Context: an optimization exercise on an open-source flow, tuned for small area. The choices shown serve that exercise and are no tape-out recipe.
In this exercise RTL edits were held to simulation tests only and were not proved equivalent to the original.
The clock input has no modelled driver; a real chip could not lean on it and would need a root buffer or a full tree.
Power figures rest on the tool's default switching activity, not on a simulated workload.

Setup of 07-22:
==> flow/design.v <==
`default_nettype none
module termostato_sig (
    input  wire        clk,
    input  wire        rst,         
    input  wire        cmd_valid,   
    input  wire [31:0] cmd,
    output wire        cmd_ready,   
    output wire        rsp_valid,   
    output wire [31:0] rsp,
    output reg         led_dout,
    output reg         servo_out
);
    reg [15:0] pw;         
    reg [4:0]  ft;         
    reg [15:0] sec;        
    reg [1:0]  frm;        
    reg        tick_en;    
    reg [1:0]  tph;        
    reg        tpend;      
    reg        tovr;       
    reg        gapv;       
    reg        ill;        
    reg [23:0] frame;      
    reg [5:0]  pk;         
    reg [4:0]  pd;         
    wire busy = !pk[5] && !(pk[4] && pk[3]);         
    wire sat  = (pk == 6'd24) && (pd == 5'd0);       
    wire z23 = (cmd[23:0] == 24'h0);
    wire is_nop   = (cmd[31:24] == 8'h00) && z23;
    wire is_send  = (cmd[31:24] == 8'h10);
    wire is_wrpw  = (cmd[31:16] == 16'h2000);
    wire is_wrctl = (cmd[31:24] == 8'h30) && (cmd[23:1] == 23'h0);
    wire is_rd    = (cmd[31:28] == 4'h4) && z23 && (cmd[27:24] <= 4'd4);
    assign cmd_ready = !busy && !rst;
    wire   accept    = cmd_valid && cmd_ready;
    wire       tick_ev   = tick_en && (tph == 2'd3);
    wire       svc       = tpend && !busy;
    wire       ft_wrap   = (ft == 5'd19);
    wire [4:0] ft_p2     = svc ? (ft_wrap ? 5'd0 : ft + 5'd1) : ft;
    wire       sec_step  = svc && ft_wrap && frm[1];
    wire [15:0] sec_p2   = sec + {15'd0, sec_step};
    wire       tpend_p2  = tpend && !svc;
    wire       tpend_p3  = tpend_p2 || tick_ev;
    wire       tovr_p3   = tovr || (tick_ev && tpend_p2);
    wire [3:0] sel = cmd[27:24];
    assign rsp_valid = accept && is_rd;
    assign rsp[31:16] = 16'd0;
    assign rsp[15:0] =
        sel[2]               ? sec_p2 :
        (sel[1:0] == 2'd0)   ? {12'd0, ill, gapv, tovr_p3, tpend_p3} :
        (sel[1:0] == 2'd1)   ? {11'd0, ft_p2} :
        (sel[1:0] == 2'd2)   ? pw :
                               {15'd0, tick_en};
    wire do_send  = accept && is_send;
    wire do_wrpw  = accept && is_wrpw;
    wire do_wrctl = accept && is_wrctl;
    wire do_ill   = accept && !(is_nop || is_send || is_wrpw || is_wrctl || is_rd);
    wire pd_zero = (pd == 5'd0);
    wire [5:0] pk_dec = pd_zero ? pk - 6'd1 : pk;
    wire [4:0] pd_dec = pd_zero ? 5'd19 : pd - 5'd1;
    wire lvl = pd_zero ? (pk != 6'd0)
                       : ((pd >= 5'd15) || ((pd >= 5'd8) && frame[pk[4:0]]));
    always @(posedge clk) begin
        if (do_send)
            frame <= {cmd[15:8], cmd[23:16], cmd[7:0]};
        tph <= tick_en ? tph + 2'd1 : 2'd0;
        if (rst) begin
            pw        <= 16'd0;
            ft        <= 5'd0;
            sec       <= 16'd0;
            frm       <= 2'd0;
            tick_en   <= 1'b0;
            tpend     <= 1'b0;
            tovr      <= 1'b0;
            gapv      <= 1'b0;
            ill       <= 1'b0;
            pk        <= 6'd24;
            pd        <= 5'd0;
            led_dout  <= 1'b0;
            servo_out <= 1'b0;
        end else begin
            ft  <= ft_p2;
            sec <= sec_p2;
            if (svc) begin
                servo_out <= (pw[15:5] != 11'd0) || (ft_p2 <= pw[4:0]);
                if (ft_wrap)
                    frm <= frm[1] ? 2'd0 : frm + 2'd1;
            end
            tpend <= tpend_p3;
            tovr  <= tovr_p3;
            if (do_wrpw)
                pw <= cmd[15:0];
            if (do_wrctl) begin
                tick_en <= cmd[0];
                if (!cmd[0])
                    tpend <= 1'b0;
            end
            if (do_ill)
                ill <= 1'b1;
            if (do_send) begin
                if (!sat)
                    gapv <= 1'b1;
                pk       <= 6'd23;
                pd       <= 5'd19;
                led_dout <= 1'b1;
            end else begin
                if (!sat) begin
                    pk <= pk_dec;
                    pd <= pd_dec;
                end
                led_dout <= busy && lvl;
            end
        end
    end
endmodule
`default_nettype wire
==> flow/config.mk <==
export PLATFORM = sky130hd
export DESIGN_NAME = termostato_sig
export DESIGN_NICKNAME = termostato_sig
export VERILOG_FILES = /design/flow/design.v
export SDC_FILE = /design/flow/constraint.sdc
export NUM_CORES = 4
export LEC_CHECK = 0
export CAP_MARGIN = 20
export CORE_MARGIN = 2
export CORE_UTILIZATION = 40
export SLEW_MARGIN = 20
==> flow/constraint.sdc <==
create_clock -name core_clock -period 10.0 [get_ports {clk}]
set_input_delay 2.0000 -clock core_clock [delete_from_list [all_inputs] [get_ports {clk}]]
set_output_delay 2.0000 -clock core_clock [all_outputs]
set_load 0.01 [all_outputs]
standard.sh (not shown) runs the stock make flow with config.mk's settings and CLKGATE_MAP_FILE= SYNTH_SCRIPT=/design/flow/synth_recipe.tcl, a recipe that flattens the netlist after the stock synthesis.
==> flow/flow/run.sh <==
#!/bin/bash
# The standard layout, with three changes:
#  - after the standard synthesis, the combinational logic is remapped with
#    several area-oriented ABC scripts (flow/reopt.tcl); each result is proved
#    equivalent to the standard netlist (flow/check.tcl) and the smallest
#    proven one is kept; the registers are untouched;
#  - ports are buffered with sky130_fd_sc_hd__buf_1 instead of clkdlybuf4s50_1;
#  - constant outputs share one tie cell, and CTS inserts no dummy loads.
set -euo pipefail
W=$(pwd)
R=$W/orfs/results/$FLOW_PLATFORM/termostato_sig/base
export BUFFER_PORTS_ARGS="-buffer_cell sky130_fd_sc_hd__buf_1"
export SKIP_REPAIR_TIE_FANOUT=1
export CTS_ARGS="-sink_clustering_enable -repair_clock_nets -dont_use_dummy_load"

bash standard.sh $R/1_2_yosys.v > synth.log 2>&1
cp $R/1_2_yosys.v $W/1_2_yosys_standard.v

export REOPT_LIB=$FLOW_HOME/platforms/sky130hd/lib/sky130_fd_sc_hd__tt_025C_1v80.lib
export REOPT_IN=$W/1_2_yosys_standard.v REOPT_TOP=$FLOW_TOP
R2="balance;rewrite;refactor;balance;rewrite;rewrite -z;balance;refactor -z;rewrite -z;balance"
SCRIPTS=(
  "+strash;dc2;$R2;dch -f;amap;topo"
  "+strash;dc2;$R2;dch -f;amap;strash;dch -f;amap;topo"
  "+strash;ifraig;dc2;$R2;dch -f;amap;topo"
  "+strash;dc2;$R2;dc2;$R2;dch -f;amap;topo"
  "+strash;dch -f;amap;topo"
  "+strash;dc2;$R2;&get -n;&dch -f;&nf -p -R 1000;&put;topo"
  "+strash;&get -n;&deepsyn -T 30 -S 1;&put;dch -f;amap;topo"
  "+strash;&get -n;&deepsyn -T 30 -S 2;&put;dch -f;amap;topo"
  "+strash;&get -n;&deepsyn -T 30 -S 3;&put;&get -n;&dch -f;&nf -p -R 1000;&put;topo"
  "+strash;&get -n;&deepsyn -T 30 -S 5;&put;&get -n;&dch -f;&nf -p -R 1000;&put;topo"
)
# remap and prove each candidate, up to NUM_CORES at a time
candidate() {
  local i=$1 out=$W/1_2_yosys_reopt_$1.v
  REOPT_OUT=$out REOPT_SCRIPT="${SCRIPTS[$i]}" yosys -c $W/flow/reopt.tcl > reopt_$i.log 2>&1 || return 0
  if REOPT_OUT=$out yosys -c $W/flow/check.tcl > check_$i.log 2>&1; then
    echo proven > result_$i.txt
  fi
}
for i in "${!SCRIPTS[@]}"; do
  candidate $i &
  while (( $(jobs -rp | wc -l) >= ${NUM_CORES:-4} )); do sleep 1; done
done
wait
best=""; best_area=""
for i in "${!SCRIPTS[@]}"; do
  a=$(grep "Chip area for top module" reopt_$i.log 2>/dev/null | tail -1 | awk '{print $NF}')
  ok=failed; [[ -f result_$i.txt ]] && ok=proven
  echo "script $i: area ${a:-none}, equivalence $ok" >> reopt_choice.log
  [[ $ok == proven && -n "$a" ]] || continue
  if [[ -z "$best_area" ]] || awk "BEGIN{exit !($a < $best_area)}"; then
    best=$i; best_area=$a
  fi
done
if [[ -n "$best" ]]; then
  echo "chosen: script $best, area $best_area" >> reopt_choice.log
  cp $W/1_2_yosys_reopt_$best.v $R/1_2_yosys.v
else
  echo "chosen: the standard netlist" >> reopt_choice.log
fi
bash standard.sh > standard.log 2>&1
Other scripts of this flow, unchanged in this note and not shown: flow/flow/check.tcl, flow/flow/reopt.tcl
Modified inputs, 08-27 compared to 07-22
diff --git a/flow/design.v b/flow/design.v
--- a/flow/design.v
+++ b/flow/design.v
@@ -43,11 +43,11 @@
     wire       tpend_p3  = tpend_p2 || tick_ev;
     wire       tovr_p3   = tovr || (tick_ev && tpend_p2);
     wire [3:0] sel = cmd[27:24];
     assign rsp_valid = accept && is_rd;
     assign rsp[31:16] = 16'd0;
-    assign rsp[15:0] =
+    assign rsp[15:0] = !rsp_valid ? 16'd0 :
         sel[2]               ? sec_p2 :
         (sel[1:0] == 2'd0)   ? {12'd0, ill, gapv, tovr_p3, tpend_p3} :
         (sel[1:0] == 2'd1)   ? {11'd0, ft_p2} :
         (sel[1:0] == 2'd2)   ? pw :
                                {15'd0, tick_en};
[summary]
- On maximum frequency: 08-27 sits above 07-22.
- When the final numbers for 08-27 and 07-22 were put side by side, the number of cells on the critical path turned out to be greater in 08-27.
- 07-22 → 08-27: power after layout down 4.5%; count of clock-net buffers in the final layout saw little to no change; design area level; number of setup buffers added after CTS flat.
- 08-27 ended up with a higher layout overhead on the synthesized area than 07-22 did.
- 08-27 has sequential share of power above what 07-22 had.
- [compare] base=07-22 new=08-27: met3 routed wirelength decreased by about 33% relative to the old numbers; number of instances in the synthesized netlist increased by about 5.6% relative to the old numbers.


RTL: one of the versions met above, not the one the previous note started from.
Size: ~0.0035 mm^2 of cells after synthesis.
==> module termostato_sig, before the edit <==
module termostato_sig (
    input  wire        clk,
    input  wire        rst,         
    input  wire        cmd_valid,   
    input  wire [31:0] cmd,
    output wire        cmd_ready,   
    output wire        rsp_valid,   
    output wire [31:0] rsp,
    output reg         led_dout,
    output reg         servo_out
);
    reg [15:0] pw;         
    reg [4:0]  ft;         
    reg [15:0] sec;        
    reg [1:0]  frm;        
    reg        tick_en;    
    reg [1:0]  tph;        
    reg        tpend;      
    reg        tovr;       
    reg        gapv;       
    reg        ill;        
    reg [23:0] frame;      
    reg [5:0]  pk;         
    reg [4:0]  pd;         
    wire busy = !pk[5] && !(pk[4] && pk[3]);         
    wire sat  = (pk == 6'd24) && (pd == 5'd0);       
    wire z23 = (cmd[23:0] == 24'h0);
    wire is_nop   = (cmd[31:24] == 8'h00) && z23;
    wire is_send  = (cmd[31:24] == 8'h10);
    wire is_wrpw  = (cmd[31:16] == 16'h2000);
    wire is_wrctl = (cmd[31:24] == 8'h30) && (cmd[23:1] == 23'h0);
    wire is_rd    = (cmd[31:28] == 4'h4) && z23 && (cmd[27:24] <= 4'd4);
    assign cmd_ready = !busy && !rst;
    wire   accept    = cmd_valid && cmd_ready;
    wire       tick_ev   = tick_en && (tph == 2'd3);
    wire       svc       = tpend && !busy;
    wire       ft_wrap   = (ft == 5'd19);
    wire [4:0] ft_p2     = svc ? (ft_wrap ? 5'd0 : ft + 5'd1) : ft;
    wire       sec_step  = svc && ft_wrap && frm[1];
    wire [15:0] sec_p2   = sec + {15'd0, sec_step};
    wire       tpend_p2  = tpend && !svc;
    wire       tpend_p3  = tpend_p2 || tick_ev;
    wire       tovr_p3   = tovr || (tick_ev && tpend_p2);
    wire [3:0] sel = cmd[27:24];
    assign rsp_valid = accept && is_rd;
    assign rsp[31:16] = 16'd0;
    assign rsp[15:0] = !rsp_valid ? 16'd0 :
        sel[2]               ? sec_p2 :
        (sel[1:0] == 2'd0)   ? {12'd0, ill, gapv, tovr_p3, tpend_p3} :
        (sel[1:0] == 2'd1)   ? {11'd0, ft_p2} :
        (sel[1:0] == 2'd2)   ? pw :
                               {15'd0, tick_en};
    wire do_send  = accept && is_send;
    wire do_wrpw  = accept && is_wrpw;
    wire do_wrctl = accept && is_wrctl;
    wire do_ill   = accept && !(is_nop || is_send || is_wrpw || is_wrctl || is_rd);
    wire pd_zero = (pd == 5'd0);
    wire [5:0] pk_dec = pd_zero ? pk - 6'd1 : pk;
    wire [4:0] pd_dec = pd_zero ? 5'd19 : pd - 5'd1;
    wire lvl = pd_zero ? (pk != 6'd0)
                       : ((pd >= 5'd15) || ((pd >= 5'd8) && frame[pk[4:0]]));
    always @(posedge clk) begin
        if (do_send)
            frame <= {cmd[15:8], cmd[23:16], cmd[7:0]};
        tph <= tick_en ? tph + 2'd1 : 2'd0;
        if (rst) begin
            pw        <= 16'd0;
            ft        <= 5'd0;
            sec       <= 16'd0;
            frm       <= 2'd0;
            tick_en   <= 1'b0;
            tpend     <= 1'b0;
            tovr      <= 1'b0;
            gapv      <= 1'b0;
            ill       <= 1'b0;
            pk        <= 6'd24;
            pd        <= 5'd0;
            led_dout  <= 1'b0;
            servo_out <= 1'b0;
        end else begin
            ft  <= ft_p2;
            sec <= sec_p2;
            if (svc) begin
                servo_out <= (pw[15:5] != 11'd0) || (ft_p2 <= pw[4:0]);
                if (ft_wrap)
                    frm <= frm[1] ? 2'd0 : frm + 2'd1;
            end
            tpend <= tpend_p3;
            tovr  <= tovr_p3;
            if (do_wrpw)
                pw <= cmd[15:0];
            if (do_wrctl) begin
                tick_en <= cmd[0];
                if (!cmd[0])
                    tpend <= 1'b0;
            end
            if (do_ill)
                ill <= 1'b1;
            if (do_send) begin
                if (!sat)
                    gapv <= 1'b1;
                pk       <= 6'd23;
                pd       <= 5'd19;
                led_dout <= 1'b1;
            end else begin
                if (!sat) begin
                    pk <= pk_dec;
                    pd <= pd_dec;
                end
                led_dout <= busy && lvl;
            end
        end
    end
endmodule
export LEC_CHECK = 0
export CAP_MARGIN = 20
export CORE_MARGIN = 2
export CORE_UTILIZATION = 40
export SLEW_MARGIN = 20
create_clock -name core_clock -period 10.0 [get_ports {clk}]
==> flow/flow/run.sh <==
#!/bin/bash
# The standard layout, with four changes:
#  - after the standard synthesis, the combinational logic is remapped with
#    several area-oriented ABC scripts (flow/reopt.tcl); each result is proved
#    equivalent to the standard netlist (flow/check.tcl) and the smallest
#    proven one is kept; the registers are untouched;
#  - ports are buffered with sky130_fd_sc_hd__buf_1 instead of clkdlybuf4s50_1;
#  - constant outputs share one tie cell;
#  - after CTS, the clock tree is rebuilt flat (flow/clock_tree.tcl): the
#    clock port drives 3 or 4 leaf buffers, each driving one balanced cluster
#    of flip-flops, with the worst clock-pin slew kept under CLOCK_SLEW_TARGET.
set -euo pipefail
W=$(pwd)
R=$W/orfs/results/$FLOW_PLATFORM/termostato_sig/base
export BUFFER_PORTS_ARGS="-buffer_cell sky130_fd_sc_hd__buf_1"
export SKIP_REPAIR_TIE_FANOUT=1
export CTS_ARGS="-sink_clustering_enable -repair_clock_nets -dont_use_dummy_load"
export POST_CTS_TCL=$W/flow/clock_tree.tcl CLOCK_PORT=clk CLOCK_SLEW_TARGET=0.120

bash standard.sh $R/1_2_yosys.v > synth.log 2>&1
cp $R/1_2_yosys.v $W/1_2_yosys_standard.v

export REOPT_LIB=$FLOW_HOME/platforms/sky130hd/lib/sky130_fd_sc_hd__tt_025C_1v80.lib
export REOPT_IN=$W/1_2_yosys_standard.v REOPT_TOP=$FLOW_TOP
R2="balance;rewrite;refactor;balance;rewrite;rewrite -z;balance;refactor -z;rewrite -z;balance"
NF="&dch -f;&nf -p -R 1000 -F 10 -A 10 -C 32"
SCRIPTS=(
  "+strash;dc2;$R2;dch -f;amap;topo"
  "+strash;dc2;$R2;dch -f;amap;strash;dch -f;amap;topo"
)
for seed in 1 2 3 4 5 6 7 8 9 10 11 12 13 14 15 16; do
  SCRIPTS+=("+strash;&get -n;&deepsyn -T 30 -S $seed;&put;&get -n;$NF;&put;topo")
done
# remap and prove each candidate, up to NUM_CORES at a time
candidate() {
  local i=$1 out=$W/1_2_yosys_reopt_$1.v
  REOPT_OUT=$out REOPT_SCRIPT="${SCRIPTS[$i]}" yosys -c $W/flow/reopt.tcl > reopt_$i.log 2>&1 || return 0
  if REOPT_OUT=$out yosys -c $W/flow/check.tcl > check_$i.log 2>&1; then
    echo proven > result_$i.txt
  fi
}
for i in "${!SCRIPTS[@]}"; do
  candidate $i &
  while (( $(jobs -rp | wc -l) >= ${NUM_CORES:-4} )); do sleep 1; done
done
wait
best=""; best_area=""
for i in "${!SCRIPTS[@]}"; do
  a=$(grep "Chip area for top module" reopt_$i.log 2>/dev/null | tail -1 | awk '{print $NF}')
  ok=failed; [[ -f result_$i.txt ]] && ok=proven
  echo "script $i: area ${a:-none}, equivalence $ok" >> reopt_choice.log
  [[ $ok == proven && -n "$a" ]] || continue
  if [[ -z "$best_area" ]] || awk "BEGIN{exit !($a < $best_area)}"; then
    best=$i; best_area=$a
  fi
done
if [[ -n "$best" ]]; then
  echo "chosen: script $best, area $best_area" >> reopt_choice.log
  cp $W/1_2_yosys_reopt_$best.v $R/1_2_yosys.v
else
  echo "chosen: the standard netlist" >> reopt_choice.log
fi
bash standard.sh > standard.log 2>&1
Other scripts of this flow, unchanged in this note and not shown: flow/flow/check.tcl, flow/flow/clock_tree.tcl, flow/flow/reopt.tcl
Change:
--- a/flow/design.v
+++ b/flow/design.v
@@ -51,23 +51,24 @@
         (sel[1:0] == 2'd1)   ? {11'd0, ft_p2} :
         (sel[1:0] == 2'd2)   ? pw :
                                {15'd0, tick_en};
     wire do_send  = accept && is_send;
     wire do_wrpw  = accept && is_wrpw;
+    wire pw_hold  = !do_wrpw && !rst;
     wire do_wrctl = accept && is_wrctl;
     wire do_ill   = accept && !(is_nop || is_send || is_wrpw || is_wrctl || is_rd);
     wire pd_zero = (pd == 5'd0);
     wire [5:0] pk_dec = pd_zero ? pk - 6'd1 : pk;
     wire [4:0] pd_dec = pd_zero ? 5'd19 : pd - 5'd1;
     wire lvl = pd_zero ? (pk != 6'd0)
                        : ((pd >= 5'd15) || ((pd >= 5'd8) && frame[pk[4:0]]));
     always @(posedge clk) begin
         if (do_send)
             frame <= {cmd[15:8], cmd[23:16], cmd[7:0]};
+        pw <= ({16{do_wrpw}} & cmd[15:0]) | ({16{pw_hold}} & pw);
         tph <= tick_en ? tph + 2'd1 : 2'd0;
         if (rst) begin
-            pw        <= 16'd0;
             ft        <= 5'd0;
             sec       <= 16'd0;
             frm       <= 2'd0;
             tick_en   <= 1'b0;
             tpend     <= 1'b0;
@@ -86,12 +87,10 @@
                 if (ft_wrap)
                     frm <= frm[1] ? 2'd0 : frm + 2'd1;
             end
             tpend <= tpend_p3;
             tovr  <= tovr_p3;
-            if (do_wrpw)
-                pw <= cmd[15:0];
             if (do_wrctl) begin
                 tick_en <= cmd[0];
                 if (!cmd[0])
                     tpend <= 1'b0;
             end
The new run ran to the end with no violations.
Worst hold slack is worse by 0.013 ns.
Total power drops by 5.4%.
Via count climbs by 2.3%.
Area after synthesis hardly moves.
Global-route usage climbs by 0.84 points.
Sequential cell count is unchanged.
No run of this note takes its clock network from TritonCTS; it comes from the design's own scripts or RTL.

==> separate check: timing with driven ports <==
How much do the figures lean on ideal ports? The routed layouts below were timed once more, with nothing changed but the port constraints.
Step 1 assumes that a clkbuf_16 drives the clock port and a buf_2 every other input.
Step 2 also shifts input and output timing later by t, the mid clock arrival at the registers, as if the neighbouring blocks saw the same clock.
Three values: ideal, step 1, step 2; two values: the first two.
run	t (ns)	slack for setup (ns)	worst register clock-pin slew, ns	worst slew at a driven data input, ns	pins driven straight from the clock port
07-22	0.364	2.876 / 2.846 / 3.210	0.08 / 0.08	0.04	1
08-27	0.363	3.226 / 3.197 / 3.280	0.09 / 0.09	0.03	1
the first run of note 2	0.202	3.188 / 3.123 / 3.198	0.11 / 0.11	0.03	3
the second run of note 2	0.211	2.910 / 2.834 / 3.045	0.11 / 0.11	0.04	4
After both steps every run listed still meets setup and hold.
